What follows belongs to an exercise in optimizing a design on an open flow for small area and few clock cycles; a production flow would make more cautious choices. Function was checked by simulation only, so behaviour that the tests miss may differ from the original. No driver is modelled on the clock port, so clocking that relies on it looks cheaper here than on a real chip. Power figures rest on the tool's default switching activity, not on a simulated workload.

$ cat design/flow/config.mk
export PLATFORM = sky130hd
export DESIGN_NAME = bq24195_csr_engine
export DESIGN_NICKNAME = bq24195_csr_engine
export VERILOG_FILES = /design/flow/design.v
export SDC_FILE = /design/flow/constraint.sdc
export NUM_CORES = 4
export LEC_CHECK = 0
export CAP_MARGIN = 20
export CORE_MARGIN = 2
export CORE_UTILIZATION = 40
export CTS_BUF_LIST = sky130_fd_sc_hd__clkbuf_4
export GPL_TIMING_DRIVEN = 0
export PLACE_DENSITY = 0.6
export SLEW_MARGIN = 20
$ cat design/flow/constraint.sdc
create_clock -name core_clock -period 5.0 [get_ports {clk}]
set_input_delay 1.0000 -clock core_clock [delete_from_list [all_inputs] [get_ports {clk}]]
set_output_delay 1.0000 -clock core_clock [all_outputs]
set_load 0.01 [all_outputs]
$ cat design/flow/design.v
module bq_cmd_decode (
    input  wire [15:0] cmd,
    output wire        legal,
    output wire [4:0]  rsel,      
    output wire        op_wrh,    
    output wire        op_whole,  
    output wire        op_set,
    output wire        op_needv,  
    output wire        op_out,    
    output wire        op_bus,    
    output wire        op_rd      
);
    wire [3:0] op     = cmd[15:12];
    wire [3:0] regsel = cmd[11:8];
    wire [3:0] fld    = cmd[7:4];
    wire [3:0] rsv    = cmd[3:0];
    wire r0 = (regsel == 4'h0);
    wire r1 = (regsel == 4'h1);
    wire r7 = (regsel == 4'h7);
    wire r8 = (regsel == 4'h8);
    wire r9 = (regsel == 4'h9);
    wire is_writable = r0 | r1 | r7;
    wire is_readonly = r8 | r9;
    wire is_modelled = is_writable | is_readonly;
    wire f0          = (fld == 4'h0);
    wire set_fld     = (r0 & (fld < 4'd3)) | ((r1 | r7) & (fld < 4'd2));
    wire get_fld     = set_fld | (r8 & (fld < 4'd6)) | (r9 & (fld < 4'd4));
    reg ok;
    always @(*) begin
        case (op)
            4'h1:    ok = is_modelled & f0;
            4'h2:    ok = is_writable & f0;
            4'h3:    ok = is_modelled & f0;
            4'h4:    ok = get_fld;
            4'h5:    ok = set_fld;
            4'h6:    ok = is_writable & f0;
            4'h7:    ok = is_readonly & f0;
            4'h8:    ok = r0 & f0;
            default: ok = 1'b0;
        endcase
    end
    assign legal = (rsv == 4'h0) & ok;
    assign rsel = {regsel[3] & regsel[0], regsel[3] & ~regsel[0], regsel[1],
                   ~regsel[3] & ~regsel[1] & regsel[0],
                   ~regsel[3] & ~regsel[1] & ~regsel[0]};
    assign op_wrh   = (~op[2] & (op[1] ^ op[0])) | (op[2] & ~op[1] & op[0]);
    assign op_whole = ~op[2] & (op[1] ^ op[0]);
    assign op_set   = op[2] & ~op[1] & op[0];
    assign op_needv = (op[2] & ~(op[1] & op[0])) | (~op[2] & op[1] & op[0]);
    assign op_out   = op[3] | (op[2] & ~op[1] & ~op[0]) | (~op[2] & op[1] & op[0]);
    assign op_bus   = op[2] & op[1];
    assign op_rd    = op[0];
endmodule
module bq_field_codec (
    input  wire [15:0] cmd,
    input  wire [7:0]  h_isc,
    input  wire [7:0]  h_poc,
    input  wire [7:0]  h_moc,
    input  wire [7:0]  h_ss,
    input  wire [7:0]  h_flt,
    input  wire [7:0]  din,
    output wire [7:0]  rd_val,
    output wire        set_ok,
    output wire [7:0]  wr_byte,
    output wire [6:0]  set_grp
);
    wire [3:0] regsel = cmd[11:8];
    wire [2:0] f      = cmd[6:4];
    wire s_isc = ~regsel[3] & ~regsel[1] & ~regsel[0];
    wire s_poc = ~regsel[3] & ~regsel[1] &  regsel[0];
    wire s_moc = ~regsel[3] &  regsel[1];
    wire s_ss  =  regsel[3] & ~regsel[0];
    wire s_flt =  regsel[3] &  regsel[0];
    wire f0 = (f == 3'd0);
    wire f1 = (f == 3'd1);
    wire f2 = (f == 3'd2);
    wire f3 = (f == 3'd3);
    wire f4 = (f == 3'd4);
    wire f5 = (f == 3'd5);
    wire raw = ~cmd[14];
    wire g   =  cmd[14];
    wire [7:0] h = ({8{s_isc}} & h_isc) | ({8{s_poc}} & h_poc) |
                   ({8{s_moc}} & h_moc) | ({8{s_ss}}  & h_ss)  |
                   ({8{s_flt}} & h_flt);
    wire lo7 = g & f0 & (s_isc | s_flt);
    wire lo6 = g & f0 & s_ss;
    wire lo4 = g & ((f0 & s_poc & ~h[5]) | (f1 & (s_ss | s_flt)));   
    wire lo3 = g & ((f1 & s_isc) | (f2 & (s_ss | s_flt)));
    wire lo2 = g & f3 & s_ss;
    wire lo1 = g & ((f1 & s_poc) | (f0 & s_moc) | (f4 & s_ss));
    wire lo0 = raw | (g & ((f2 & s_isc) | (f1 & s_moc) | (f5 & s_ss)));
    wire th  = g & f3 & s_flt;                  
    wire w3  = raw | (g & f2 & s_isc);          
    assign rd_val[0] = (lo7 & h[7]) | (lo6 & h[6]) | (lo4 & h[4]) | (lo3 & h[3]) |
                       (lo2 & h[2]) | (lo1 & h[1]) | (lo0 & h[0]) |
                       (th & (h[0] | (h[1] ^ h[2])));
    assign rd_val[1] = (w3 & h[1]) | (g & f1 & s_isc & h[4]) |
                       (g & ((f0 & s_poc) | (f1 & (s_ss | s_flt))) & h[5]) |
                       (g & f1 & s_poc & h[2]) | (g & f0 & s_ss & h[7]) |
                       (th & (h[1] | (h[0] ^ h[2])));
    assign rd_val[2] = (w3 & h[2]) | (g & f1 & s_isc & h[5]) |
                       (g & f1 & s_poc & h[3]) | (th & (h[0] | h[1] | h[2]));
    assign rd_val[3] = (raw & h[3]) | (g & f1 & s_isc & h[6]);
    assign rd_val[7:4] = {4{raw}} & h[7:4];
    wire isc_ivl = s_isc & f1;
    wire w_3bit  = (s_isc & f2) | (s_poc & f1);
    wire poc_cc  = s_poc & f0;
    assign set_ok = (din[7:4] == 4'h0) &
                    (isc_ivl | ~din[3]) &
                    (isc_ivl | w_3bit | ~din[2]) &
                    (isc_ivl | w_3bit | (poc_cc & ~(din[1] & din[0])) | ~din[1]);
    assign set_grp = {s_moc & f1, s_moc & f0, s_poc & f1, s_poc & f0,
                      s_isc & f2, s_isc & f1, s_isc & f0};
    wire st  = cmd[14];
    wire df  = cmd[13];
    wire ld  = ~cmd[14] & ~cmd[13];
    wire c8  = regsel[0];
    wire c9  = regsel[1];
    wire isc = ~c8;
    assign wr_byte[7] = (ld & din[7]) | (st & din[0]);
    assign wr_byte[6] = (ld & din[6]) | (st & din[3]);
    assign wr_byte[5] = (ld & din[5]) | (st & (isc ? din[2] : din[1])) | (df & ~c8);
    assign wr_byte[4] = (ld & din[4]) | (st & (isc ? din[1] : din[0])) | (df & ~c9);
    assign wr_byte[3] = (ld & din[3]) | (st & (isc ? din[0] : din[2])) | (df & c8);
    assign wr_byte[2] = (ld & din[2]) | (st & (isc ? din[2] : din[1]));
    assign wr_byte[1] = (ld & din[1]) | (st & (isc ? din[1] : din[0])) | (df & c8);
    assign wr_byte[0] = ((ld | st) & din[0]) | (df & c8);
endmodule
module bq_addr_info (
    input  wire [7:0] addr,
    output wire [7:0] info
);
    wire valid    = (addr <= 8'h0A);
    wire writable = (addr <= 8'h07);
    wire modelled = (addr == 8'h00) || (addr == 8'h01) || (addr == 8'h07) ||
                    (addr == 8'h08) || (addr == 8'h09);
    assign info = valid ? {1'b1, writable, modelled, 1'b0, addr[3:0]} : 8'h00;
endmodule
module bq24195_csr_engine (
    input  wire        clk,
    input  wire        rst,
    input  wire        cmd_valid,
    output wire        cmd_ready,
    input  wire [15:0] cmd,
    input  wire [7:0]  din,
    output reg         rsp_valid,
    output reg  [7:0]  dout,
    output reg  [2:0]  status,
    output wire        buserr_valid,
    output reg  [7:0]  buserr,
    output reg         bus_req,
    output wire        bus_rd,
    output wire [7:0]  bus_addr,
    output wire [7:0]  bus_wdata,
    input  wire        bus_ack,
    input  wire        bus_err,
    input  wire [7:0]  bus_rdata,
    input  wire [7:0]  bus_err_code
);
    reg [7:0] h_isc, h_poc, h_moc, h_ss, h_flt;
    reg [4:0] v;             
    reg       ba3, ba2, ba0;
    assign cmd_ready    = ~bus_req;
    assign buserr_valid = status[2];      
    assign bus_rd       = ba3;
    assign bus_addr     = {4'h0, ba3, ba2, ba2, ba0};
    wire   w_moc = ba2;
    wire   w_poc = ~ba2 & ba0;
    wire   w_isc = ~ba2 & ~ba0;
    assign bus_wdata    = ({8{w_isc}} & h_isc) | ({8{w_poc}} & h_poc) |
                          ({8{w_moc}} & h_moc);
    wire       legal;
    wire [4:0] rsel;
    wire       op_wrh, op_whole, op_set, op_needv, op_out, op_bus, op_rd;
    bq_cmd_decode u_dec (
        .cmd      (cmd),
        .legal    (legal),
        .rsel     (rsel),
        .op_wrh   (op_wrh),
        .op_whole (op_whole),
        .op_set   (op_set),
        .op_needv (op_needv),
        .op_out   (op_out),
        .op_bus   (op_bus),
        .op_rd    (op_rd)
    );
    wire v_sel = |(rsel & v);
    wire [7:0] rd_val;
    wire       set_ok;
    wire [7:0] wr_byte;
    wire [6:0] set_grp;
    bq_field_codec u_codec (
        .cmd     (cmd),
        .h_isc   (h_isc),
        .h_poc   (h_poc),
        .h_moc   (h_moc),
        .h_ss    (h_ss),
        .h_flt   (h_flt),
        .din     (din),
        .rd_val  (rd_val),
        .set_ok  (set_ok),
        .wr_byte (wr_byte),
        .set_grp (set_grp)
    );
    wire [7:0] addr_info;
    bq_addr_info u_ai (
        .addr (din),
        .info (addr_info)
    );
    wire acc    = cmd_valid & ~bus_req;
    wire ack    = bus_req & bus_ack;
    wire rd_ok  = ack & ~bus_err & ba3;
    wire e_val  = op_set & ~set_ok;
    wire e_nov  = op_needv & ~v_sel;
    wire pass   = legal & ~e_val & ~e_nov;
    wire bus_go = pass & op_bus;
    wire fin    = acc & ~bus_go;
    wire [2:0] ex_status = {1'b0, legal & (e_val | e_nov), ~legal | (~e_val & e_nov)};
    wire dout_we = (fin & pass & op_out) | rd_ok;
    wire [7:0] dout_d = bus_req ? bus_rdata : (cmd[15] ? addr_info : rd_val);
    always @(posedge clk) begin
        if (rst) begin
            rsp_valid <= 1'b0;
            bus_req   <= 1'b0;
            dout      <= 8'h00;
            status    <= 3'd0;
            buserr    <= 8'h00;
            v         <= 5'b00000;
        end else begin
            rsp_valid <= fin | ack;
            bus_req   <= (acc & bus_go) | (bus_req & ~bus_ack);
            if (dout_we)
                dout <= dout_d;
            if (fin | ack) begin
                status <= bus_req ? {bus_err, 2'b00} : ex_status;
                buserr <= {8{bus_req & bus_err}} & bus_err_code;
            end
            if (acc & legal & op_whole)
                v <= v | rsel;
            else if (rd_ok)
                v <= v | {ba0, ~ba0, 3'b000};
        end
    end
    always @(posedge clk) begin
        if (~bus_req) begin
            ba3 <= cmd[11];
            ba2 <= cmd[10];
            ba0 <= cmd[8];
        end
    end
    wire h_wr  = acc & pass & op_wrh;
    wire h_all = h_wr & ~op_set;
    wire [6:0] g = {7{h_wr & op_set}} & set_grp;
    wire [7:0] we_isc = {8{h_all & rsel[0]}} | {g[0], {4{g[1]}}, {3{g[2]}}};
    wire [7:0] we_poc = {8{h_all & rsel[1]}} | {2'b00, {2{g[3]}}, {3{g[4]}}, 1'b0};
    wire [7:0] we_moc = {8{h_all & rsel[2]}} | {6'b000000, g[5], g[6]};
    wire [7:0] ro_d = bus_req ? bus_rdata : din;
    wire       we_ss  = (h_all & rsel[3]) | (rd_ok & ~ba0);
    wire       we_flt = (h_all & rsel[4]) | (rd_ok &  ba0);
    integer i;
    always @(posedge clk) begin
        for (i = 0; i < 8; i = i + 1) begin
            if (we_isc[i]) h_isc[i] <= wr_byte[i];
            if (we_poc[i]) h_poc[i] <= wr_byte[i];
            if (we_moc[i]) h_moc[i] <= wr_byte[i];
        end
        if (we_ss)  h_ss  <= ro_d;
        if (we_flt) h_flt <= ro_d;
    end
endmodule
$ cat design/flow/flow/run.sh
#!/bin/bash
# The standard layout, with these changes:
#  - the standard synthesis script, but with ABC mapping the combinational
#    logic for area (flow/abc_area.script: a minute of deep AIG
#    synthesis, then mapping with area recovery) instead of ORFS's script; the
#    registers are mapped before ABC runs and are left as they are;
#  - each port buffered by the smallest buffer instead of the delay
#    buffer that buffer_ports picks by default;
#  - synthesis buffers removed before global placement (flow/pre_place.tcl),
#    which is not timing driven;
#  - clock tree synthesis without dummy loads on the clock nets, and with
#    a stronger root buffer.
set -euo pipefail
W=$PWD
SS=$(grep -o "SYNTH_SCRIPT=[^ ]*" standard.sh | head -1 | cut -d= -f2 | tr -d "'")
cat > "$W/flow_synth.tcl" <<EOF
proc abc {args} {
  set i [lsearch -exact \$args -script]
  if {\$i >= 0} { lset args [expr {\$i + 1}] $W/flow/abc_area.script }
  yosys abc {*}\$args
}
source $SS
EOF
bash standard.sh SYNTH_SCRIPT="$W/flow_synth.tcl" \
    BUFFER_PORTS_ARGS="-buffer_cell sky130_fd_sc_hd__buf_1" \
    PRE_GLOBAL_PLACE_TCL="$W/flow/pre_place.tcl" \
    CTS_ARGS="-sink_clustering_enable -repair_clock_nets -buf_list sky130_fd_sc_hd__clkbuf_4 -root_buf sky130_fd_sc_hd__clkbuf_8 -dont_use_dummy_load" \
    finish > flow_make.log 2>&1
$ cat design/flow/flow/abc_area.script
strash
&get -n
&deepsyn -T 60
&dch -f
&nf -R 1000
&put
$ cat design/flow/flow/pre_place.tcl
# Remove the buffers synthesis inserted (on constant and shared output
# nets) before the ports are buffered, as timing-driven placement does.
remove_buffers
$ cat design/flow/standard.sh
#!/bin/bash
# synth_recipe.tcl (not shown) runs the flow's synth.tcl, then flattens the netlist and writes it again
# the make line also repeats each setting of config.mk as NAME=value (left out here)
make -C /OpenROAD-flow-scripts/flow DESIGN_CONFIG=/design/flow/config.mk WORK_HOME=/design/flow/orfs CLKGATE_MAP_FILE= SYNTH_SCRIPT=/design/flow/synth_recipe.tcl "${@:-finish}"
==> results of run 1 <==
worst paths after layout:
path / slack [ns] / from / to / cells after the start
max: 0.33 / cmd[8] / h_flt[4] / 9
max reg2reg: 2.27 / bus_req / h_flt[4] / 4
min reg2reg: 0.46 / v[0] / v[0] / 2
min: 0.46 / v[0] / v[0] / 2
metal layers:
layer,track usage,wire length (um)
met5,0,0
met4,0.09751,283
met3,0.04408,826
met2,0.3333,4593
met1,0.3070,4452
sequential cells by signal (all words and copies together) (netlist names), 3 cells and up:
signal / cells
buserr: 8
dout: 8
h_flt: 8
h_isc: 8
h_moc: 8
h_poc: 8
h_ss: 8
v: 5
status: 3
cells in the mapped netlist, types with 5 or more instances:
| cell type | instances | share of area |
|---|---|---|
| o21ai_0 | 28 | 0.041 |
| edfxtp_1 | 43 | 0.38 |
| buf_4 | 9 | 0.020 |
| a22oi_1 | 9 | 0.020 |
| a222oi_1 | 15 | 0.044 |
| nor2_1 | 30 | 0.033 |
| or2_0 | 5 | 0.0091 |
| a21oi_1 | 13 | 0.019 |
| a22o_1 | 19 | 0.048 |
| nand2_1 | 46 | 0.050 |
| clkinv_1 | 25 | 0.027 |
| o22ai_1 | 7 | 0.013 |
| nand3_1 | 9 | 0.013 |
| dfxtp_1 | 26 | 0.15 |
| nor3_1 | 5 | 0.0073 |
kinds of logic after synthesis:
logic type | Yosys count | share of synthesized area
AOI/OAI and AO/OA | 115 | 0.2415
adders and majority gates | 4 | 0.01455
other | 1 | 0.001090
DFF | 69 | 0.5265
buffers and inverters | 34 | 0.04691
muxes | 4 | 0.01309
and+or+nand+nor | 118 | 0.1564
worst register-to-register path: cells and delay by family (launching register included):
| kind | cells | cell delay, ns |
|---|---|---|
| AOI/OAI and AO/OA | 1 | 0.37 |
| buffers and inverters | 1 | 0.58 |
| DFF | 1 | 0.84 |
| and+or+nand+nor | 2 | 0.55 |
per-stage QoR:
| stage | total power (uW) | utilization | hold WS [ns] |
|---|---|---|---|
| 2_1_floorplan | 721.4 | - | 0.4281 |
| 3_3_place_gp | 781.9 | 0.4621 | 0.4463 |
| 3_5_place_dp | 782.5 | 0.4621 | 0.4493 |
| 4_1_cts | 1122 | 0.4771 | 0.4611 |
| 5_1_grt | 1160 | 0.4785 | 0.4828 |
| 6_report | 1111 | 0.4785 | 0.4579 |
area by class of cell:
| cell class | count | area share |
|---|---|---|
| clock buffer | 9 | 0.03135 |
| sequential | 69 | 0.4585 |
| multi-input combinational | 245 | 0.3771 |
| tap | 105 | 0.03325 |
| timing repair buffer | 80 | 0.07600 |
| inverter | 25 | 0.02375 |
power by group through the flow:
| stage | clock network (uW) | registers (uW) | logic (uW) |
|---|---|---|---|
| floorplan | 0 | 635 | 86.7 |
| global placement | 0 | 635 | 147 |
| detailed placement | 0 | 635 | 147 |
| CTS | 351 | 623 | 148 |
| global route | 369 | 624 | 167 |
| finish | 338 | 623 | 150 |
what timing repair did:
item / 4_1_cts / 5_1_grt
setup endpoints to repair: 0 / 12
resized for setup: 0 / 1
setup buffers: 0 / 0
==> flow_summary.yaml, run 1 <==
run:
  drv_cap: 0
critical_path:
  crit_family: "simple AND/OR/NAND/NOR gates"
  worst_ep_required_time_ns: 4.94
  cp_slowest_cell: "o22ai_1"
  cp_max_fo: 18
  startpoint_type: "input pin"
  path_class: "input pin to flop"
  crit_chain: "buf_1, clkinv_1, nor2_1, a222oi_1, a21oi_1, and2_0, nand3_1, or2_0, o22ai_1"
  path_buf_inv: 2
  end_kind: "flop"
  critPathMaxStageDelay_ns: 0.83
  arrival_ns: 4.61
timing:
  worst_pin_slew_ns: 1.057
  setup_viol: 0
  fin_tns_setup_ns: 0
  maxSlewHeadroom: 0.2950
  fin_crit_sh: 0.9345
  fmax_mhz: 214.0
  skew_ns: 0.02521
  period_needed_ns: 4.672
  drv_slew: 0
  setup_slack_ns: 0.3277
  rsz0062_at_grt: "no"
  hold_viol: 0
route:
  drt-initial-drc-count: 301
  via_count: 3140
  vias_per_cell: 5.891
  wl_per_cell_um: 19.05
  first_pass_iters: 8
  antenna_left: 0
  remaining_drc_errors: 0
  wl_um: 10160
power:
  seq_power_share: 0.561
  p_int_uw: 822.5
  leakagePower_uw: 0.001304
  pwr_density_cell_nw_per_um2: 281.3
  power.switching_fraction: 0.2599
  netSwitchingPower_uw: 288.9
  vdd.ir_drop.worst_uv: 147.3
  p_comb_frac: 0.135
  pwr-share-clk: 0.304
synthesis:
  yosysSeqAreaShare: 0.5265
  ys_ff_latch: 69
  synth_edf_count: 43
  yosys_warnings: 2
  syn_area_per_cell_um2: 9.973
  netlist_instances: 345
  synth_top_flop_cell: "edfxtp_1"
  ys_types: 44
  async_flop_share: 0
  syn-cell-area_um2: 3441
floorplanning:
  core_um2: 8258
  dieArea_um2: 9360
  initial_core_util: 0.4167
  die_y_um: 96.75
  num_rows: 33
  die_w_um: 96.75
  io-pin-count: 85
worst_hold_path:
  hold_path_class: "flop to flop"
finish:
  final_cell_mix: "buf_1 (80), nand2_1 (46), edfxtp_1 (43)"
  final_cells: 533
  multi_input_area_um2: 1490
  antenna_cells: 0
  drive_above_1_share: 0.02804
  final_cell_area_um2: 3951
  layout_commonest_cell: "buf_1"
  nets: 479
  n_fill_cell: 833
  syn_to_final_growth_pct: 14.84
  regArea_um2: 1812
global_route:
  gr-total-overflow: 0
  antenna_found_initial: 0
  grt_start_max_net_pins: 24
  grt_pass1_vias: 2995
  grt_pass1_wl_um: 16130
  track_usage: 0.2204
clock_tree:
  cts-root-buf: "clkbuf_8"
  clk_path_buf_depth: 2
  cts_max_level: 3
  cts_hold_buf: 0
  clock_latency_ns: 0.35
  tritoncts: "built"
  cts.sinks: 69
  clkTransAtPathRegs_ns: 0.06
  numCtsBuffers: 9
placed_design:
  io_buffers: 80
  dp_hpwl_um: 7655
  dp_slack_ns: -0.1240
  placed_cells: 524
  placed_cell_area_um2: 3816
  gp_congestion: 0.9525
status:
  outcome: "finished clean"
Testbench counts, summed over its fixed seeds: cycles 8,716.
==> inputs of run 2 (changes only) <==
--- a/design/flow/flow/run.sh
+++ b/design/flow/flow/run.sh
@@ -9,7 +9,7 @@
 #  - synthesis buffers removed before global placement (flow/pre_place.tcl),
 #    which is not timing driven;
 #  - clock tree synthesis without dummy loads on the clock nets, and with
-#    a stronger root buffer.
+#    a stronger root buffer (flow/post_cts.tcl).
 set -euo pipefail
 W=$PWD
 SS=$(grep -o "SYNTH_SCRIPT=[^ ]*" standard.sh | head -1 | cut -d= -f2 | tr -d "'")
@@ -24,5 +24,6 @@
 bash standard.sh SYNTH_SCRIPT="$W/flow_synth.tcl" \
     BUFFER_PORTS_ARGS="-buffer_cell sky130_fd_sc_hd__buf_1" \
     PRE_GLOBAL_PLACE_TCL="$W/flow/pre_place.tcl" \
-    CTS_ARGS="-sink_clustering_enable -repair_clock_nets -buf_list sky130_fd_sc_hd__clkbuf_4 -root_buf sky130_fd_sc_hd__clkbuf_8 -dont_use_dummy_load" \
+    CTS_ARGS="-sink_clustering_enable -repair_clock_nets -buf_list sky130_fd_sc_hd__clkbuf_4 -dont_use_dummy_load" \
+    POST_CTS_TCL="$W/flow/post_cts.tcl" \
     finish > flow_make.log 2>&1
==> design/flow/flow/post_cts.tcl (new file) <==
# CTS builds the clock tree from clkbuf_4 only; give the root, which drives
# the other clock buffers, a clkbuf_8, then legalise the placement again.
foreach inst [get_cells clkbuf_0_*] {
  replace_cell $inst sky130_fd_sc_hd__clkbuf_8
}
detailed_placement
check_placement -verbose
==> flow_summary.yaml, run 2 <==
critical_path:
  worst_ep_required_time_ns: 4.95
  r2r-end: "h_flt[3]"
  arrival_ns: 4.57
  r2r_slack_ns: 2.28
  startpoint_type: "input pin"
  r2r-start: "bus_req"
  cp_max_fo: 18
  worstRegToRegCells: 4
  end_kind: "flop"
  path_class: "input pin to flop"
timing:
  maxSlewHeadroom: 0.2858
  worst_pin_slew_ns: 1.071
  setup_viol: 0
  fin_crit_sh: 0.9252
  fin_tns_setup_ns: 0
  period_needed_ns: 4.626
  rsz0062_at_grt: "no"
  fmax_mhz: 216.2
  skew_ns: 0.03678
  setup_slack_ns: 0.3740
  hold_viol: 0
  drv_slew: 0
global_route:
  gr-total-overflow: 0
  grt_pass1_vias: 2985
  globalRouteMet1Util: 0.3084
  track_usage: 0.2208
  grt_pass1_wl_um: 16160
  grtUsageMet2: 0.3371
  met3_usage: 0.04624
  antenna_found_initial: 0
  grt_start_max_net_pins: 24
  grt_busiest_layer: "met2"
finish:
  syn_to_final_growth_pct: 13.38
  final_cell_area_um2: 3901
  multi_input_area_um2: 1490
  n_fill_cell: 847
  final_cell_mix: "buf_1 (80), nand2_1 (46), edfxtp_1 (43)"
  drive_above_1_share: 0.02804
  antenna_cells: 0
  final_util: 0.4724
  regArea_um2: 1812
  layout_commonest_cell: "buf_1"
  nets: 479
route:
  wl_um: 10230
  vias_per_cell: 5.919
  remaining_drc_errors: 0
  antenna_left: 0
  wl_per_cell_um: 19.18
  first_pass_iters: 6
  drt-initial-drc-count: 304
  via_count: 3155
clock_tree:
  clkTransAtPathRegs_ns: 0.09
  cts.sinks: 69
  tritoncts: "built"
  clock_latency_ns: 0.36
synthesis:
  yosysTopAreaCellShare: 0.3753
  yosysMostFrequentCell: "nand2_1"
  synth_common_cells: "nand2_1 (46), edfxtp_1 (43), nor2_1 (30), o21ai_0 (28), dfxtp_1 (26)"
  yosys.area.top_type: "edfxtp_1"
  synth_edf_count: 43
  ys_ff_latch: 69
  synth_top_flop_cell: "edfxtp_1"
  yosys_warnings: 2
  async_flop_share: 0
  netlist_instances: 345
  yosys-top-cells-area: "edfxtp_1 (38%), dfxtp_1 (15%), nand2_1 (5.0%)"
  yosysSeqAreaShare: 0.5265
  syn-cell-area_um2: 3441
  syn_area_per_cell_um2: 9.973
  ys_types: 44
placed_design:
  placed_cell_area_um2: 3816
  dp_slack_ns: -0.1240
  io_buffers: 80
  gp_congestion: 0.9525
  dp_hpwl_um: 7655
power:
  leakagePower_uw: 0.001283
  pwr_density_cell_nw_per_um2: 265.3
  vdd.ir_drop.worst_uv: 128.4
  p_total_uw: 1035
floorplanning:
  io-pin-count: 85
  core_um2: 8258
  die_w_um: 96.75
  dieArea_um2: 9360
  num_rows: 33
  initial_core_util: 0.4167
  die_y_um: 96.75
run:
  drv_cap: 0
status:
  outcome: "finished clean"
worst_hold_path:
  hold_depth: 2
  min-delay-start: "v[0]"
  hold_path_end: "v[0]"
  hold_path_class: "flop to flop"
[run 2: metrics by stage]
stage / hold slack, ns / instances
2_1_floorplan: 0.4281 / 348
3_3_place_gp: 0.4463 / 524
3_5_place_dp: 0.4493 / 524
5_1_grt: 0.4915 / 533
6_report: 0.4651 / 533
[run 2: worst max-delay path by stage]
stage,startpoint,endpoint,slack [ns],cells after the start
2_1_floorplan,cmd[11],h_flt[0],1.54,11
5_1_grt,cmd[8],h_flt[3],0.1,9
6_report,cmd[8],h_flt[3],0.37,9
3_5_place_dp,cmd[8],h_ss[4],-0.12,11
3_3_place_gp,cmd[8],h_flt[7],-0.1,11
[run 2: kinds of logic (layout without fill, tap and decap cells)]
family,after synthesis,count (layout),share of synthesized area
adders and majority gates,4,4,0.01455
buffers and inverters,34,114,0.04691
DFF,69,69,0.5265
muxes,4,4,0.01309
AOI/OAI and AO/OA,115,115,0.2415
and+or+nand+nor,118,118,0.1564
other,1,4,0.001090
[run 2: final cells by class]
class                   instances  area share
well taps                     105     0.03368
clock buffers                   9     0.01892
flip-flops and latches         69      0.4644
multi-input cells             245      0.3820
repair buffers                 80     0.07697
inverters                      25     0.02405
[run 2: per-layer routing]
layer / share of wire / vias up
met4: 0.024 / 0
met1: 0.44 / 1470
met2: 0.45 / 174
met3: 0.081 / 18
met5: 0 / -
li1: - / 1493
[run 2: where the power goes]
part	leakage (uW)	internal (uW)	switching, uW	total [uW]
Sequential	0.000602	614	8.95	623
Combinational	0.000637	48.0	103	151
Clock	0.0000440	93.1	169	262
[run 2: worst max-delay path, cell delays in order]
cell and delay, ns:
buf_1 0.55, clkinv_1 0.33, nor2_1 0.71, a222oi_1 0.26, a21oi_1 0.23, and2_0 0.17, nand3_1 0.13, or2_0 0.33
o22ai_1 0.84
==> inputs of run 3 (changes only) <==
--- a/design/flow/config.mk
+++ b/design/flow/config.mk
@@ -7,8 +7,8 @@
 export LEC_CHECK = 0
 export CAP_MARGIN = 20
 export CORE_MARGIN = 2
-export CORE_UTILIZATION = 40
+export CORE_UTILIZATION = 65
 export CTS_BUF_LIST = sky130_fd_sc_hd__clkbuf_4
 export GPL_TIMING_DRIVEN = 0
-export PLACE_DENSITY = 0.6
+export PLACE_DENSITY = 0.8
 export SLEW_MARGIN = 20
==> flow_summary.yaml, run 3 <==
status:
  outcome: "finished clean"
floorplanning:
  die_w_um: 76.76
  die_y_um: 76.76
  initial_core_util: 0.6737
  io-pin-count: 85
  core_um2: 5107
  dieArea_um2: 5891
  num_rows: 26
route:
  remaining_drc_errors: 0
  first_pass_iters: 7
  via_count: 3287
  vias_per_cell: 6.600
  wl_per_cell_um: 19.53
  drt-initial-drc-count: 448
  antenna_left: 0
  wl_um: 9728
power:
  pwr_density_cell_nw_per_um2: 267.3
  vdd.ir_drop.worst_uv: 230.7
  leakagePower_uw: 0.001282
critical_path:
  endpoint: "h_flt[3]"
  startpoint_type: "input pin"
  r2r-start: "bus_req"
  cp-startpoint: "cmd[8]"
  r2r_slack_ns: 2.35
  worst_ep_required_time_ns: 4.95
  r2r-end: "status[0]"
  cp_max_fo: 18
  arrival_ns: 4.62
  worstRegToRegCells: 5
  end_kind: "flop"
  path_class: "input pin to flop"
synthesis:
  synth_edf_count: 43
  yosys-top-cells-area: "edfxtp_1 (38%), dfxtp_1 (15%), nand2_1 (5.0%)"
  yosysTopAreaCellShare: 0.3753
  syn-cell-area_um2: 3441
  netlist_instances: 345
  yosys_warnings: 2
  ys_types: 44
  yosysMostFrequentCell: "nand2_1"
  syn_area_per_cell_um2: 9.973
  yosys.area.top_type: "edfxtp_1"
  ys_ff_latch: 69
  async_flop_share: 0
  yosysSeqAreaShare: 0.5265
  synth_top_flop_cell: "edfxtp_1"
  synth_common_cells: "nand2_1 (46), edfxtp_1 (43), nor2_1 (30), o21ai_0 (28), dfxtp_1 (26)"
timing:
  fin_tns_setup_ns: 0
  fin_crit_sh: 0.9343
  maxSlewHeadroom: 0.3340
  hold_viol: 0
  skew_ns: 0.02889
  drv_slew: 0
  period_needed_ns: 4.671
  worst_pin_slew_ns: 0.9991
  rsz0062_at_grt: "no"
  setup_viol: 0
  fmax_mhz: 214.1
clock_tree:
  tritoncts: "built"
  clock_latency_ns: 0.35
  clkTransAtPathRegs_ns: 0.10
  cts.sinks: 69
finish:
  nets: 479
  layout_commonest_cell: "buf_1"
  syn_to_final_growth_pct: 11.93
  multi_input_area_um2: 1484
  regArea_um2: 1812
  antenna_cells: 0
  n_fill_cell: 416
  final_cell_mix: "buf_1 (80), nand2_1 (46), edfxtp_1 (43)"
  drive_above_1_share: 0.02570
  final_util: 0.7540
placed_design:
  dp_hpwl_um: 7019
  io_buffers: 80
  gp_congestion: 0.9410
global_route:
  track_usage: 0.3428
  grt_start_max_net_pins: 24
  grt_pass1_vias: 3106
  antenna_found_initial: 0
  gr-total-overflow: 0
  grt_pass1_wl_um: 15410
run:
  drv_cap: 0
worst_hold_path:
  hold_path_class: "flop to flop"
-- run 3: worst min-delay path by stage --
| stage | startpoint | endpoint | slack, ns | cells after the start |
|---|---|---|---|---|
| 3_3_place_gp | v[0] | v[0] | 0.44 | 2 |
| 2_1_floorplan | v[0] | v[0] | 0.43 | 2 |
| 3_5_place_dp | v[0] | v[0] | 0.44 | 2 |
| 6_report | v[0] | v[0] | 0.46 | 2 |
| 5_1_grt | v[0] | v[0] | 0.49 | 2 |
-- run 3: cell type report --
| cell class | count | area share |
|---|---|---|
| flip-flops and latches | 69 | 0.4704 |
| multi-input cells | 245 | 0.3853 |
| repair buffers | 80 | 0.07797 |
| inverters | 25 | 0.02437 |
| well taps | 70 | 0.02274 |
| clock buffers | 9 | 0.01917 |
-- run 3: kinds of logic after synthesis --
logic type / synth area share
multiplexers: 0.01309
flip-flops: 0.5265
adder cells (fa/ha/maj): 0.01455
AO/OA/AOI/OAI: 0.2415
other: 0.001090
buffers and inverters: 0.04691
AND/OR/NAND/NOR: 0.1564
-- run 3: report_power, final --
group | internal (uW) | switching, uW
clock | 93.1 | 163
sequential | 614 | 9.17
combinational | 47.9 | 102
-- run 3: per-stage QoR --
stage / hold slack, ns / setup WS, ns / cell area [um^2] / cells / total power (uW)
3_5_place_dp: 0.4434 / -0.01534 / 3772 / 489 / 779.7
3_3_place_gp: 0.4421 / -0.0002385 / 3772 / 489 / 777.2
6_report: 0.4574 / 0.3286 / 3851 / 498 / 1029
2_1_floorplan: 0.4281 / 1.540 / 3452 / 348 / 721.4
5_1_grt: 0.4949 / 0.08316 / 3851 / 498 / 1063
-- run 3: critical path, stage by stage --
cell,delay [ns]
buf_1,0.62
nand2_1,0.33
nor2_2,0.58
a21oi_1,0.12
o21ai_0,0.24
a21oi_1,0.13
a21oi_1,0.19
and2_0,0.16
nand3_1,0.12
or2_0,0.32
o22ai_1,0.79
-- run 3: layer usage --
| layer | GRT usage | vias to the layer above | routed length (um) |
|---|---|---|---|
| met1 | 0.4352 | 1526 | 3734 |
| met2 | 0.5561 | 231 | 4570 |
| met3 | 0.06235 | 40 | 1017 |
| li1 | - | 1490 | - |
| met4 | 0.1891 | 0 | 406 |
| met5 | 0 | - | 0 |
==> inputs of run 4 (changes only) <==
--- a/design/flow/flow/run.sh
+++ b/design/flow/flow/run.sh
@@ -9,7 +9,7 @@
 #  - synthesis buffers removed before global placement (flow/pre_place.tcl),
 #    which is not timing driven;
 #  - clock tree synthesis without dummy loads on the clock nets, and with
-#    a stronger root buffer (flow/post_cts.tcl).
+#    stronger buffers where the slew would be high (flow/post_cts.tcl).
 set -euo pipefail
 W=$PWD
 SS=$(grep -o "SYNTH_SCRIPT=[^ ]*" standard.sh | head -1 | cut -d= -f2 | tr -d "'")
==> design/flow/flow/post_cts.tcl (replaced) <==
# CTS builds the clock tree from clkbuf_4 only. Give the root, which drives
# the other clock buffers, a clkbuf_8, and likewise each other clock buffer
# whose output slew, estimated from the placement, exceeds 100 ps; then
# legalise the placement again.
set_propagated_clock [all_clocks]
foreach inst [get_cells clkbuf_0_*] {
  replace_cell $inst sky130_fd_sc_hd__clkbuf_8
}
estimate_parasitics -placement
foreach inst [get_cells clkbuf_*] {
  if {[get_property $inst ref_name] ne "sky130_fd_sc_hd__clkbuf_4"} {
    continue
  }
  foreach pin [get_pins -of_objects $inst -filter "direction == output"] {
    if {[get_property $pin slew_max] > 0.100} {
      puts "upsizing clock buffer [get_full_name $inst]"
      replace_cell $inst sky130_fd_sc_hd__clkbuf_8
    }
  }
}
detailed_placement
check_placement -verbose
--- a/design/flow/config.mk
+++ b/design/flow/config.mk
@@ -7,8 +7,8 @@
 export LEC_CHECK = 0
 export CAP_MARGIN = 20
 export CORE_MARGIN = 2
-export CORE_UTILIZATION = 65
+export CORE_UTILIZATION = 40
 export CTS_BUF_LIST = sky130_fd_sc_hd__clkbuf_4
 export GPL_TIMING_DRIVEN = 0
-export PLACE_DENSITY = 0.8
+export PLACE_DENSITY = 0.6
 export SLEW_MARGIN = 20
==> flow_summary.yaml, run 4 <==
route:
  vias_per_cell: 5.919
  wl_per_cell_um: 19.20
  drt-initial-drc-count: 304
  first_pass_iters: 6
  via_count: 3155
  antenna_left: 0
  wl_um: 10240
  remaining_drc_errors: 0
worst_hold_path:
  hold_path_end: "v[0]"
  min-delay-start: "v[0]"
  hold_path_class: "flop to flop"
  hold_depth: 2
placed_design:
  dp_hpwl_um: 7655
  dp_slack_ns: -0.1240
  placed_cells: 524
  io_buffers: 80
  gp_congestion: 0.9525
global_route:
  grtUsageMet2: 0.3376
  grt_busiest_layer: "met2"
  antenna_found_initial: 0
  grt_start_max_net_pins: 24
  gr-total-overflow: 0
  grt_pass1_vias: 2978
  met3_usage: 0.04624
  globalRouteMet1Util: 0.3098
  grt_pass1_wl_um: 16190
  track_usage: 0.2211
critical_path:
  path_class: "input pin to flop"
  arrival_ns: 4.57
  r2r-end: "h_flt[2]"
  r2r-start: "bus_req"
  worstRegToRegCells: 4
  cp_max_fo: 18
  end_kind: "flop"
  worst_ep_required_time_ns: 4.95
  startpoint_type: "input pin"
  r2r_slack_ns: 2.28
clock_tree:
  clkTransAtPathRegs_ns: 0.10
  cts.sinks: 69
  tritoncts: "built"
  clock_latency_ns: 0.35
status:
  outcome: "finished clean"
synthesis:
  yosys_warnings: 2
  ys_types: 44
  syn_area_per_cell_um2: 9.973
  syn-cell-area_um2: 3441
  synth_edf_count: 43
  yosysTopAreaCellShare: 0.3753
  yosys-top-cells-area: "edfxtp_1 (38%), dfxtp_1 (15%), nand2_1 (5.0%)"
  ys_ff_latch: 69
  async_flop_share: 0
  yosysMostFrequentCell: "nand2_1"
  synth_top_flop_cell: "edfxtp_1"
  synth_common_cells: "nand2_1 (46), edfxtp_1 (43), nor2_1 (30), o21ai_0 (28), dfxtp_1 (26)"
  netlist_instances: 345
  yosys.area.top_type: "edfxtp_1"
  yosysSeqAreaShare: 0.5265
power:
  pwr_density_cell_nw_per_um2: 271.3
  p_total_uw: 1063
  leakagePower_uw: 0.001291
  vdd.ir_drop.worst_uv: 133.0
run:
  drv_cap: 0
timing:
  setup_slack_ns: 0.3732
  rsz0062_at_grt: "no"
  drv_slew: 0
  setup_viol: 0
  fin_crit_sh: 0.9254
  worst_pin_slew_ns: 1.076
  fmax_mhz: 216.1
  period_needed_ns: 4.627
  skew_ns: 0.02808
  maxSlewHeadroom: 0.2826
  hold_viol: 0
finish:
  nets: 479
  final_cells: 533
  antenna_cells: 0
  drive_above_1_share: 0.02804
  final_util: 0.4747
  final_cell_mix: "buf_1 (80), nand2_1 (46), edfxtp_1 (43)"
  syn_to_final_growth_pct: 13.93
  layout_commonest_cell: "buf_1"
floorplanning:
  num_rows: 33
  dieArea_um2: 9360
  io-pin-count: 85
  core_um2: 8258
  die_w_um: 96.75
  die_y_um: 96.75
  initial_core_util: 0.4167
run 4: cell types whose count changed in the layout (fill, tap and decap cells not counted):
cell / previous run / this run
clkbuf_4: 8 / 5
clkbuf_8: 1 / 4
o22ai_1: 7 / 6
o22ai_2: 0 / 1
run 4: cell families after synthesis:
family	after synthesis	share of synthesized area
other	1	0.001090
buffers and inverters	34	0.04691
muxes	4	0.01309
AOI/OAI and AO/OA	115	0.2415
DFF	69	0.5265
and+or+nand+nor	118	0.1564
adders and majority gates	4	0.01455
run 4: power by group:
part           switching [uW]  internal [uW]
combinational             102           48.0
clock                     171            119
sequential               9.12            614
run 4: worst max-delay path, stage by stage:
cell and delay, ns:
buf_1 0.54, clkinv_1 0.33, nor2_1 0.70, a222oi_1 0.26, a21oi_1 0.24, and2_0 0.17, nand3_1 0.14, or2_0 0.33
o22ai_1 0.84
run 4: area by class of cell:
| cell class | count | area (um^2) |
|---|---|---|
| Timing Repair Buffer | 80 | 300.3 |
| Tap cell | 105 | 131.4 |
| Clock buffer | 9 | 92.59 |
| Fill cell | 840 | 4338 |
| Inverter | 25 | 93.84 |
| Multi-Input combinational cell | 245 | 1490 |
| Sequential cell | 69 | 1812 |
run 4: layer usage:
metal  wire length, um  vias up
met5                 0        -
met4               218        0
met3               898       18
met2              4691      183
met1              4428     1463
li1                  -     1491
run 4: stage by stage:
step	TNS, ns	hold slack [ns]	area, um^2
5_1_grt	0	0.4915	3920
3_3_place_gp	-1.516	0.4463	3816
2_1_floorplan	0	0.4281	3452
6_report	0	0.4636	3920
3_5_place_dp	-1.635	0.4493	3816
run 4: worst max-delay path by stage:
stage | to | slack (ns) | from
after floorplan | h_flt[0] | 1.54 | cmd[11]
after global placement | h_flt[7] | -0.1 | cmd[8]
after detailed placement | h_ss[4] | -0.12 | cmd[8]
after global routing | h_flt[2] | 0.10 | cmd[8]
final | h_flt[2] | 0.37 | cmd[8]
==> inputs of run 5 (changes only) <==
--- a/design/flow/flow/run.sh
+++ b/design/flow/flow/run.sh
@@ -1,7 +1,7 @@
 #!/bin/bash
 # The standard layout, with these changes:
 #  - the standard synthesis script, but with ABC mapping the combinational
-#    logic for area (flow/abc_area.script: a minute of deep AIG
+#    logic for area (flow/abc_area.script: about a minute of deep AIG
 #    synthesis, then mapping with area recovery) instead of ORFS's script; the
 #    registers are mapped before ABC runs and are left as they are;
 #  - each port buffered by the smallest buffer instead of the delay
==> design/flow/flow/abc_area.script (replaced) <==
strash
&get -n
&deepsyn -J 200 -T 400
&dch -f
&nf -R 1000
&put
--- a/design/flow/config.mk
+++ b/design/flow/config.mk
@@ -7,8 +7,8 @@
 export LEC_CHECK = 0
 export CAP_MARGIN = 20
 export CORE_MARGIN = 2
-export CORE_UTILIZATION = 40
+export CORE_UTILIZATION = 80
 export CTS_BUF_LIST = sky130_fd_sc_hd__clkbuf_4
 export GPL_TIMING_DRIVEN = 0
-export PLACE_DENSITY = 0.6
+export PLACE_DENSITY = 0.9
 export SLEW_MARGIN = 20
==> flow_summary.yaml, run 5 <==
status:
  outcome: "stopped before the end"
  lastStage: "3_3_place_gp"
  tool.error: "[ERROR GPL-0301] Utilization 100.993 % exceeds 100%."
placed_design:
  io_buffers: 80
floorplanning:
  io-pin-count: 85
  die_w_um: 69.37
  initial_core_util: 0.8424
  num_rows: 23
  die_y_um: 69.37
synthesis:
  synth_top_flop_cell: "edfxtp_1"
  syn-cell-area_um2: 3418
  yosysTopAreaCellShare: 0.3777
  yosysSeqAreaShare: 0.5300
  syn_area_per_cell_um2: 10.27
  synth_edf_count: 43
  yosysMostFrequentCell: "edfxtp_1"
  ys_ff_latch: 69
  yosys_warnings: 2
  netlist_instances: 333
  yosys.area.top_type: "edfxtp_1"
  async_flop_share: 0
  yosys-top-cells-area: "edfxtp_1 (38%), dfxtp_1 (15%), a222oi_1 (5.3%)"
  ys_types: 44
  synth_common_cells: "edfxtp_1 (43), nand2_1 (35), dfxtp_1 (26), nor2_1 (26), o21ai_0 (26)"
[run 5: kinds of logic after synthesis]
| family | synth area share |
|---|---|
| other | 0.001097 |
| and+or+nand+nor | 0.1424 |
| AOI/OAI and AO/OA | 0.2460 |
| adders and majority gates | 0.01464 |
| muxes | 0.01976 |
| buffers and inverters | 0.04612 |
| DFF | 0.5300 |
==> inputs of run 6 (changes only) <==
--- a/design/flow/config.mk
+++ b/design/flow/config.mk
@@ -7,8 +7,8 @@
 export LEC_CHECK = 0
 export CAP_MARGIN = 20
 export CORE_MARGIN = 2
-export CORE_UTILIZATION = 80
+export CORE_UTILIZATION = 65
 export CTS_BUF_LIST = sky130_fd_sc_hd__clkbuf_4
 export GPL_TIMING_DRIVEN = 0
-export PLACE_DENSITY = 0.9
+export PLACE_DENSITY = 0.8
 export SLEW_MARGIN = 20
==> flow_summary.yaml, run 6 <==
timing:
  maxSlewHeadroom: 0.2222
  fmax_mhz: 217.7
  skew_ns: 0.02028
  hold_viol: 0
  setup_viol: 0
  setup_slack_ns: 0.4065
  period_needed_ns: 4.594
  worst_pin_slew_ns: 1.162
  fin_hold_ws_ns: 0.4608
  fin_crit_sh: 0.9187
  drv_slew: 0
  fin_tns_setup_ns: 0
  rsz0062_at_grt: "no"
floorplanning:
  die_y_um: 76.52
  io-pin-count: 85
  core_um2: 5107
  die_w_um: 76.52
  dieArea_um2: 5855
  initial_core_util: 0.6693
  num_rows: 26
synthesis:
  yosys.area.top_type: "edfxtp_1"
  yosys_warnings: 2
  yosysMostFrequentCell: "edfxtp_1"
  syn-cell-area_um2: 3418
  synthXorXnorAreaFrac: 0
  yosysSeqAreaShare: 0.5300
  yosys-top-cells-area: "edfxtp_1 (38%), dfxtp_1 (15%), a222oi_1 (5.3%)"
  yosysTopAreaCellShare: 0.3777
  synth_common_cells: "edfxtp_1 (43), nand2_1 (35), dfxtp_1 (26), nor2_1 (26), o21ai_0 (26)"
  netlist_instances: 333
  synth-adder-area-share: 0.01464
  synth_top_family_by_area: "compound AO/OA/AOI/OAI gates"
  syn_area_per_cell_um2: 10.27
  synthSimpleGateAreaFrac: 0.1424
  synthMuxAreaShare: 0.01977
  synth_top_flop_cell: "edfxtp_1"
  async_flop_share: 0
  ys_types: 44
  synth_compound_area_frac: 0.2460
  synth_edf_count: 43
  ys_ff_latch: 69
finish:
  drive_above_1_share: 0.03118
  final_cell_mix: "buf_1 (80), edfxtp_1 (43), nand2_1 (35)"
  final_util: 0.7550
  nets: 468
  regArea_um2: 1812
  n_fill_cell: 419
  antenna_cells: 0
  syn_to_final_growth_pct: 12.81
  layout_commonest_cell: "buf_1"
  multi_input_area_um2: 1473
  final_cell_area_um2: 3856
clock_tree:
  cts.sinks: 69
  tritoncts: "built"
  clock_latency_ns: 0.34
  clkTransAtPathRegs_ns: 0.08
route:
  antenna_left: 0
  vias_per_cell: 6.815
  via_count: 3319
  first_pass_iters: 6
  drt-initial-drc-count: 385
  remaining_drc_errors: 0
  wl_per_cell_um: 20.94
  wl_um: 10200
critical_path:
  path_class: "input pin to flop"
  cp_max_fo: 15
  arrival_ns: 4.55
  startpoint_type: "input pin"
  worst_ep_required_time_ns: 4.95
  end_kind: "flop"
power:
  vdd.ir_drop.worst_uv: 233.7
  pwr_density_cell_nw_per_um2: 273.9
  leakagePower_uw: 0.001269
global_route:
  gr-total-overflow: 0
  grt_pass1_vias: 3065
  track_usage: 0.3536
  grt_pass1_wl_um: 15590
  grt_start_max_net_pins: 24
  antenna_found_initial: 0
placed_design:
  gp_congestion: 0.9406
  io_buffers: 80
  dp_slack_ns: 0.06175
  dp_hpwl_um: 7303
  placed_cell_area_um2: 3762
status:
  outcome: "finished clean"
worst_hold_path:
  hold_path_class: "flop to flop"
run:
  drv_cap: 0
## run 6: cell counts after synthesis
Identical to the previous run, type by type.
## run 6: stage by stage
stage | power, uW | std cells
global placement | 779.1 | 477
finish | 1056 | 487
detailed placement | 783.8 | 478
global route | 1090 | 487
floorplan | 722.3 | 336
## run 6: area by class of cell
cell class,count,share of cell area
multi-input cells,234,0.3819
inverters,24,0.02336
flip-flops and latches,69,0.4698
well taps,70,0.02271
clock buffers,9,0.02239
repair buffers,81,0.07982
## run 6: routing by layer
layer	part of all wire	vias up	track usage
met5	0	-	0
li1	-	1468	-
met2	0.48	262	0.5681
met3	0.11	39	0.07820
met1	0.37	1550	0.4521
met4	0.036	0	0.1800
## run 6: power by group
part | total (uW) | switching [uW] | leakage, uW | internal [uW]
registers | 623 | 9.67 | 0.000602 | 613
clock network | 279 | 168 | 0.0000492 | 110
logic | 154 | 105 | 0.000618 | 49.7
total | 1060 | 283 | 0.00127 | 773
## run 6: worst paths after layout
path	start	end	slack (ns)	depth (start not counted)
setup reg to reg	bus_req	buserr[4]	2.26	5
hold / removal	v[0]	v[0]	0.46	2
hold reg to reg	v[0]	v[0]	0.46	2
setup / recovery	cmd[8]	h_flt[4]	0.41	9
## run 6: cell families after synthesis
kind of cell,after synthesis
AO/OA/AOI/OAI,116
AND/OR/NAND/NOR,104
flip-flops,69
buffers and inverters,33
multiplexers,6
adder cells (fa/ha/maj),4
other,1
## run 6: worst max-delay path, stage by stage
cell and delay, ns:
buf_1 0.53, clkinv_1 0.43, nor2_1 0.69, a222oi_1 0.19, and2_0 0.22, nor3_1 0.23, nand3_1 0.15, or2_0 0.32
o22ai_1 0.77
==> inputs of run 7 (changes only) <==
--- a/design/flow/design.v
+++ b/design/flow/design.v
@@ -14,37 +14,36 @@
     wire [3:0] regsel = cmd[11:8];
     wire [3:0] fld    = cmd[7:4];
     wire [3:0] rsv    = cmd[3:0];
-    wire r0 = (regsel == 4'h0);
-    wire r1 = (regsel == 4'h1);
-    wire r7 = (regsel == 4'h7);
-    wire r8 = (regsel == 4'h8);
-    wire r9 = (regsel == 4'h9);
-    wire is_writable = r0 | r1 | r7;
-    wire is_readonly = r8 | r9;
-    wire is_modelled = is_writable | is_readonly;
-    wire f0          = (fld == 4'h0);
-    wire set_fld     = (r0 & (fld < 4'd3)) | ((r1 | r7) & (fld < 4'd2));
-    wire get_fld     = set_fld | (r8 & (fld < 4'd6)) | (r9 & (fld < 4'd4));
+    wire hi0   = ~regsel[3] & ~regsel[2] & ~regsel[1];     
+    wire r0    = hi0 & ~regsel[0];
+    wire r7    = ~regsel[3] & regsel[2] & regsel[1] & regsel[0];
+    wire wr    = hi0 | r7;                                 
+    wire ro    = regsel[3] & ~regsel[2] & ~regsel[1];      
+    wire f0    = (fld == 4'h0);
+    wire f_lt2 = (fld[3:1] == 3'b000);
+    wire f_lt4 = (fld[3:2] == 2'b00);
+    wire f_lt3 = f_lt2 | (f_lt4 & ~fld[0]);
+    wire f_lt6 = ~fld[3] & ~(fld[2] & fld[1]);
+    wire set_fld = (wr & f_lt2) | (r0 & f_lt3);
+    wire get_fld = set_fld | (ro & (regsel[0] ? f_lt4 : f_lt6));
     reg ok;
     always @(*) begin
         case (op)
-            4'h1:    ok = is_modelled & f0;
-            4'h2:    ok = is_writable & f0;
-            4'h3:    ok = is_modelled & f0;
-            4'h4:    ok = get_fld;
-            4'h5:    ok = set_fld;
-            4'h6:    ok = is_writable & f0;
-            4'h7:    ok = is_readonly & f0;
-            4'h8:    ok = r0 & f0;
-            default: ok = 1'b0;
+            4'h1, 4'h3: ok = (wr | ro) & f0;
+            4'h2, 4'h6: ok = wr & f0;
+            4'h4:       ok = get_fld;
+            4'h5:       ok = set_fld;
+            4'h7:       ok = ro & f0;
+            4'h8:       ok = r0 & f0;
+            default:    ok = 1'b0;
         endcase
     end
     assign legal = (rsv == 4'h0) & ok;
     assign rsel = {regsel[3] & regsel[0], regsel[3] & ~regsel[0], regsel[1],
                    ~regsel[3] & ~regsel[1] & regsel[0],
                    ~regsel[3] & ~regsel[1] & ~regsel[0]};
-    assign op_wrh   = (~op[2] & (op[1] ^ op[0])) | (op[2] & ~op[1] & op[0]);
-    assign op_whole = ~op[2] & (op[1] ^ op[0]);
+    assign op_wrh   = ~op[3] & ~(op[1] & op[0]) & (~op[2] | op[0]);
+    assign op_whole = ~op[3] & ~op[2] & ~(op[1] & op[0]);
     assign op_set   = op[2] & ~op[1] & op[0];
     assign op_needv = (op[2] & ~(op[1] & op[0])) | (~op[2] & op[1] & op[0]);
     assign op_out   = op[3] | (op[2] & ~op[1] & ~op[0]) | (~op[2] & op[1] & op[0]);
@@ -130,8 +129,9 @@
     input  wire [7:0] addr,
     output wire [7:0] info
 );
-    wire valid    = (addr <= 8'h0A);
-    wire writable = (addr <= 8'h07);
+    wire hi0      = (addr[7:4] == 4'h0);
+    wire writable = hi0 & ~addr[3];                                       
+    wire valid    = writable | (hi0 & ~addr[2] & ~(addr[1] & addr[0]));   
     wire modelled = (addr == 8'h00) || (addr == 8'h01) || (addr == 8'h07) ||
                     (addr == 8'h08) || (addr == 8'h09);
     assign info = valid ? {1'b1, writable, modelled, 1'b0, addr[3:0]} : 8'h00;
@@ -157,7 +157,8 @@
     input  wire [7:0]  bus_rdata,
     input  wire [7:0]  bus_err_code
 );
-    reg [7:0] h_isc, h_poc, h_moc, h_ss, h_flt;
+    reg [7:0] hn_isc, hn_poc, hn_moc, h_ss, h_flt;
+    wire [7:0] h_isc = ~hn_isc, h_poc = ~hn_poc, h_moc = ~hn_moc;
     reg [4:0] v;             
     reg       ba3, ba2, ba0;
     assign cmd_ready    = ~bus_req;
@@ -167,8 +168,8 @@
     wire   w_moc = ba2;
     wire   w_poc = ~ba2 & ba0;
     wire   w_isc = ~ba2 & ~ba0;
-    assign bus_wdata    = ({8{w_isc}} & h_isc) | ({8{w_poc}} & h_poc) |
-                          ({8{w_moc}} & h_moc);
+    assign bus_wdata    = ~(({8{w_isc}} & hn_isc) | ({8{w_poc}} & hn_poc) |
+                            ({8{w_moc}} & hn_moc));
     wire       legal;
     wire [4:0] rsel;
     wire       op_wrh, op_whole, op_set, op_needv, op_out, op_bus, op_rd;
@@ -260,9 +261,9 @@
     integer i;
     always @(posedge clk) begin
         for (i = 0; i < 8; i = i + 1) begin
-            if (we_isc[i]) h_isc[i] <= wr_byte[i];
-            if (we_poc[i]) h_poc[i] <= wr_byte[i];
-            if (we_moc[i]) h_moc[i] <= wr_byte[i];
+            if (we_isc[i]) hn_isc[i] <= ~wr_byte[i];
+            if (we_poc[i]) hn_poc[i] <= ~wr_byte[i];
+            if (we_moc[i]) hn_moc[i] <= ~wr_byte[i];
         end
         if (we_ss)  h_ss  <= ro_d;
         if (we_flt) h_flt <= ro_d;
--- a/design/flow/config.mk
+++ b/design/flow/config.mk
@@ -7,8 +7,8 @@
 export LEC_CHECK = 0
 export CAP_MARGIN = 20
 export CORE_MARGIN = 2
-export CORE_UTILIZATION = 65
+export CORE_UTILIZATION = 72
 export CTS_BUF_LIST = sky130_fd_sc_hd__clkbuf_4
 export GPL_TIMING_DRIVEN = 0
-export PLACE_DENSITY = 0.8
+export PLACE_DENSITY = 0.85
 export SLEW_MARGIN = 20
==> flow_summary.yaml, run 7 <==
status:
  outcome: "finished clean"
floorplanning:
  core_um2: 4414
  initial_core_util: 0.7560
  dieArea_um2: 5196
  io-pin-count: 85
  num_rows: 24
  die_w_um: 72.08
  die_y_um: 72.08
global_route:
  antenna_found_initial: 0
  track_usage: 0.3851
  gr-total-overflow: 0
  grt_start_max_net_pins: 26
  grt_pass1_wl_um: 14990
  grt_pass1_vias: 3105
synthesis:
  yosys.area.top_type: "edfxtp_1"
  async_flop_share: 0
  yosysTopAreaCellShare: 0.3870
  syn_area_per_cell_um2: 10.05
  yosys_warnings: 2
  yosysSeqAreaShare: 0.5429
  ys_types: 44
  yosys-top-cells-area: "edfxtp_1 (39%), dfxtp_1 (16%), nor2_1 (4.8%)"
  ys_ff_latch: 69
  syn-cell-area_um2: 3337
  synth_edf_count: 43
  netlist_instances: 332
  synth_top_flop_cell: "edfxtp_1"
  synth_common_cells: "edfxtp_1 (43), nor2_1 (43), nand2_1 (37), o21ai_0 (30), dfxtp_1 (26)"
route:
  routed-wl-met2_um: 4701
  drt-met1-wl_um: 3430
  wl_per_cell_um: 20.72
  wl_met3_um: 1053
  vias_per_cell: 7.056
  top_layer: "met4"
  via_count: 3295
  wl_um: 9677
  antenna_left: 0
  remaining_drc_errors: 0
  first_pass_iters: 8
  drt-initial-drc-count: 624
critical_path:
  cpMostUsedCell: "nand2_1"
  critPathMaxStageDelay_ns: 0.70
  arrival_ns: 4.05
  cp_slowest_cell: "and2_0"
  worst_ep_required_time_ns: 5.00
  cp_max_fo: 21
  path_class: "input pin to flop"
  end_kind: "flop"
  crit_chain: "buf_1, and2_0, nand2_1, nand4_1, nand2b_1, nor3_1, nand2_1, a21oi_1"
  startpoint_type: "input pin"
placed_design:
  io_buffers: 80
  dp_hpwl_um: 7205
  placed_cell_area_um2: 3651
  gp_congestion: 0.9968
power:
  vdd.ir_drop.worst_uv: 202.0
  pwr_density_cell_nw_per_um2: 280.5
  leakagePower_uw: 0.001214
timing:
  setup_viol: 0
  hold_viol: 0
  skew_ns: 0.01924
  fin_crit_sh: 0.8119
  drv_slew: 0
  period_needed_ns: 4.060
  worst_pin_slew_ns: 1.022
  rsz0062_at_grt: "no"
  maxSlewHeadroom: 0.3188
  fin_tns_setup_ns: 0
  fmax_mhz: 246.3
run:
  drv_cap: 0
finish:
  final_cell_mix: "buf_1 (80), nor2_1 (43), edfxtp_1 (43)"
  final_util: 0.8467
  layout_commonest_cell: "buf_1"
  nets: 462
  n_fill_cell: 262
  drive_above_1_share: 0.02410
  final_cell_area_um2: 3737
  syn_to_final_growth_pct: 12.00
  antenna_cells: 0
clock_tree:
  cts.sinks: 69
  clock_latency_ns: 0.34
  tritoncts: "built"
  clkTransAtPathRegs_ns: 0.09
worst_hold_path:
  hold_path_class: "flop to flop"
-- run 7: area by class of cell --
cell class | instances | area, um^2 | share of cell area
clock buffer | 9 | 86.33 | 0.02310
inverter | 6 | 22.52 | 0.006026
multi-input combinational | 251 | 1451 | 0.3883
sequential | 69 | 1812 | 0.4848
tap | 52 | 65.06 | 0.01741
timing repair buffer | 80 | 300.3 | 0.08035
-- run 7: critical path, delay by kind of cell --
kind / cells / cell delay [ns]
buffers and inverters: 1 / 0.64
and+or+nand+nor: 6 / 1.99
AOI/OAI and AO/OA: 1 / 0.41
-- run 7: cells by family (layout without fill, tap and decap cells) --
group / count (synthesis) / count (layout) / synth area share
xor+xnor: 1 / 1 / 0.002625
flops: 69 / 69 / 0.5429
simple gates: 128 / 128 / 0.1740
buf+inv: 15 / 95 / 0.02699
compound gates: 113 / 113 / 0.2355
other cells: 1 / 4 / 0.001124
mux: 5 / 5 / 0.01687
-- run 7: stage by stage --
stage | hold slack, ns | instances | setup WS (ns) | total power, uW
5_1_grt | 0.4928 | 467 | 0.8140 | 1077
3_3_place_gp | 0.4388 | 458 | 0.8723 | 774.2
3_5_place_dp | 0.4462 | 458 | 0.8522 | 779.9
6_report | 0.4595 | 467 | 0.9403 | 1048
2_1_floorplan | 0.4374 | 335 | 2.104 | 719.1
-- run 7: final timing paths --
check | startpoint | to | slack [ns] | cells past startpoint
setup / recovery | cmd[8] | hn_isc[0] | 0.94 | 8
hold / removal | dout[5] | dout[5] | 0.46 | 2
setup reg to reg | bus_req | hn_isc[0] | 2.31 | 5
hold reg to reg | dout[5] | dout[5] | 0.46 | 2
-- run 7: where the power goes --
part           switching (uW)  internal, uW
clock                     164           110
sequential               10.2           614
combinational             102          48.3
total                     276           772
-- run 7: per-layer routing --
layer  vias up  global-route usage
li1       1445                   -
met1      1507              0.4981
met2       293              0.6137
met3        50             0.06250
met4         0              0.2306
met5         -                   0
Testbench counts of run 7, summed over its fixed seeds: cycles 8,716.
==> inputs of run 8 (changes only) <==
--- a/design/flow/config.mk
+++ b/design/flow/config.mk
@@ -7,8 +7,8 @@
 export LEC_CHECK = 0
 export CAP_MARGIN = 20
 export CORE_MARGIN = 2
-export CORE_UTILIZATION = 72
+export CORE_UTILIZATION = 65
 export CTS_BUF_LIST = sky130_fd_sc_hd__clkbuf_4
 export GPL_TIMING_DRIVEN = 0
-export PLACE_DENSITY = 0.85
+export PLACE_DENSITY = 0.8
 export SLEW_MARGIN = 20
==> flow_summary.yaml, run 8 <==
synthesis:
  async_flop_share: 0
  ys_types: 44
  yosys_warnings: 2
  yosys-top-cells-area: "edfxtp_1 (39%), dfxtp_1 (16%), nor2_1 (4.8%)"
  yosysTopAreaCellShare: 0.3870
  synth_edf_count: 43
  synth_top_flop_cell: "edfxtp_1"
  ys_ff_latch: 69
  synth_common_cells: "edfxtp_1 (43), nor2_1 (43), nand2_1 (37), o21ai_0 (30), dfxtp_1 (26)"
  netlist_instances: 332
  syn-cell-area_um2: 3337
  yosysSeqAreaShare: 0.5429
  syn_area_per_cell_um2: 10.05
  yosys.area.top_type: "edfxtp_1"
route:
  vias_per_cell: 6.509
  via_count: 3157
  wl_um: 9398
  antenna_left: 0
  first_pass_iters: 7
  remaining_drc_errors: 0
  wl_per_cell_um: 19.38
  drt-initial-drc-count: 473
placed_design:
  dp_hpwl_um: 7054
  gp_congestion: 0.9760
  io_buffers: 80
run:
  drv_cap: 0
timing:
  fin_crit_sh: 0.7853
  setup_viol: 0
  drv_slew: 0
  skew_ns: 0.02837
  fmax_mhz: 254.7
  fin_hold_ws_ns: 0.4644
  hold_viol: 0
  fin_tns_setup_ns: 0
  rsz0062_at_grt: "no"
  worst_pin_slew_ns: 1.075
  period_needed_ns: 3.926
  maxSlewHeadroom: 0.2835
finish:
  final_cell_mix: "buf_1 (80), nor2_1 (43), edfxtp_1 (43)"
  drive_above_1_share: 0.02410
  syn_to_final_growth_pct: 12.67
  nets: 462
  antenna_cells: 0
  n_fill_cell: 412
  layout_commonest_cell: "buf_1"
global_route:
  grt_start_max_net_pins: 26
  grt_pass1_wl_um: 13720
  gr-total-overflow: 0
  track_usage: 0.3342
  grt_pass1_vias: 2787
  antenna_found_initial: 0
clock_tree:
  cts.sinks: 69
  tritoncts: "built"
  clkTransAtPathRegs_ns: 0.07
  clock_latency_ns: 0.35
critical_path:
  worst_ep_required_time_ns: 4.99
  cp_slowest_cell: "nor2_1"
  arrival_ns: 3.91
  path_buf_inv: 2
  critPathMaxStageDelay_ns: 0.69
  startpoint_type: "input pin"
  path_class: "input pin to flop"
  end_kind: "flop"
  cpMostUsedCell: "nor2_1"
  cp_max_fo: 11
  crit_chain: "buf_1, clkinv_1, nor2_1, a21oi_1, nand4_1, nand2b_1, nor3_1, nand2_1, nor2_1"
  crit_family: "simple AND/OR/NAND/NOR gates"
floorplanning:
  num_rows: 26
  core_um2: 5042
  die_y_um: 75.65
  initial_core_util: 0.6618
  dieArea_um2: 5723
  die_w_um: 75.65
  io-pin-count: 85
worst_hold_path:
  hold_path_class: "flop to flop"
power:
  pwr_density_cell_nw_per_um2: 279.0
  leakagePower_uw: 0.001214
  vdd.ir_drop.worst_uv: 213.5
status:
  outcome: "finished clean"
## run 8: layer usage
metal | track usage | vias to the layer above | share of wire
met5 | 0 | - | 0
met4 | 0.1813 | 0 | 0.039
met3 | 0.04894 | 30 | 0.089
met2 | 0.5324 | 202 | 0.48
met1 | 0.4427 | 1477 | 0.40
li1 | - | 1448 | -
## run 8: power breakdown
part,internal [uW],switching [uW],leakage [uW],total [uW]
sequential,614,9.90,0.000601,624
combinational,48.3,99.1,0.000564,147
clock,110,168,0.0000492,278
## run 8: kinds of logic (layout without fill, tap and decap cells)
| group | after synthesis | in the layout | share of synthesized area |
|---|---|---|---|
| other | 1 | 4 | 0.001124 |
| multiplexers | 5 | 5 | 0.01687 |
| AO/OA/AOI/OAI | 113 | 113 | 0.2355 |
| buffers and inverters | 15 | 95 | 0.02699 |
| XOR/XNOR | 1 | 1 | 0.002625 |
| AND/OR/NAND/NOR | 128 | 128 | 0.1740 |
| flip-flops | 69 | 69 | 0.5429 |
## run 8: area by class of cell
| class | instances | area, um^2 | share of cell area |
|---|---|---|---|
| Tap cell | 70 | 87.58 | 0.02329 |
| Multi-Input combinational cell | 251 | 1451 | 0.3860 |
| Sequential cell | 69 | 1812 | 0.4819 |
| Timing Repair Buffer | 80 | 300.3 | 0.07987 |
| Inverter | 6 | 22.52 | 0.005990 |
| Clock buffer | 9 | 86.33 | 0.02296 |
## run 8: worst paths after layout
path         startpoint         to  slack [ns]  cells after the start
min             dout[5]    dout[5]        0.46                      2
max reg2reg     bus_req  hn_isc[5]        2.41                      5
min reg2reg     dout[5]    dout[5]        0.46                      2
max             cmd[11]  hn_isc[5]        1.07                      9
## run 8: stage by stage
stage / std cells / instance area [um^2] / power, uW / setup slack [ns] / util
global route: 485 / 3760 / 1084 / 0.8604 / 0.7457
floorplan: 335 / 3348 / 719.1 / 2.104 / -
global placement: 476 / 3669 / 776.7 / 0.8290 / 0.7275
finish: 485 / 3760 / 1049 / 1.074 / 0.7457
detailed placement: 476 / 3674 / 779.3 / 0.8141 / 0.7285
## run 8: worst register-to-register path, cell delays in order (launching register included)
cell and delay, ns:
dfxtp_1 0.62, nor2b_1 0.31, nand2_1 0.11, nor3_1 0.65, nand2_1 0.19, nor2_1 0.35

## re-timing with driven ports
Ports are ideal in the flow. The routed layouts listed here were re-timed in OpenROAD.
Step 1 (the two cells are an assumption about what drives the block):
set clk [get_ports {clk}]
set_driving_cell -lib_cell sky130_fd_sc_hd__clkbuf_16 $clk
set_driving_cell -lib_cell sky130_fd_sc_hd__buf_2 [delete_from_list [all_inputs] $clk]
Step 2 adds t to the input delays and takes it off the output delays; t is the mean of the earliest and latest rising clock arrival at the registers after step 1. Input paths then give back, and output paths get back, about the clock's delay inside the block.
Slacks: no drivers / after step 1 / after step 2; pairs: no drivers / after step 1.
run | shift t [ns] | slack for setup (ns) | clock arrival spread, ns
run 1 | 0.365 | 0.328 / 0.334 / -0.032 | 0.025 / 0.025
run 2 | 0.371 | 0.374 / 0.379 / 0.008 | 0.037 / 0.037
run 3 | 0.363 | 0.329 / 0.331 / -0.033 | 0.029 / 0.029
run 4 | 0.364 | 0.373 / 0.378 / 0.014 | 0.028 / 0.028
run 6 | 0.363 | 0.406 / 0.413 / 0.049 | 0.021 / 0.021
run 7 | 0.356 | 0.940 / 0.944 / 0.588 | 0.021 / 0.021
run 8 | 0.363 | 1.074 / 1.079 / 0.716 | 0.029 / 0.028
With both steps, setup timing fails in run 1 and run 3, where it was met with ideal ports. The setup slack of run 2, which loses most, moves by +0.005 ns with the drivers and by -0.366 ns with both steps.
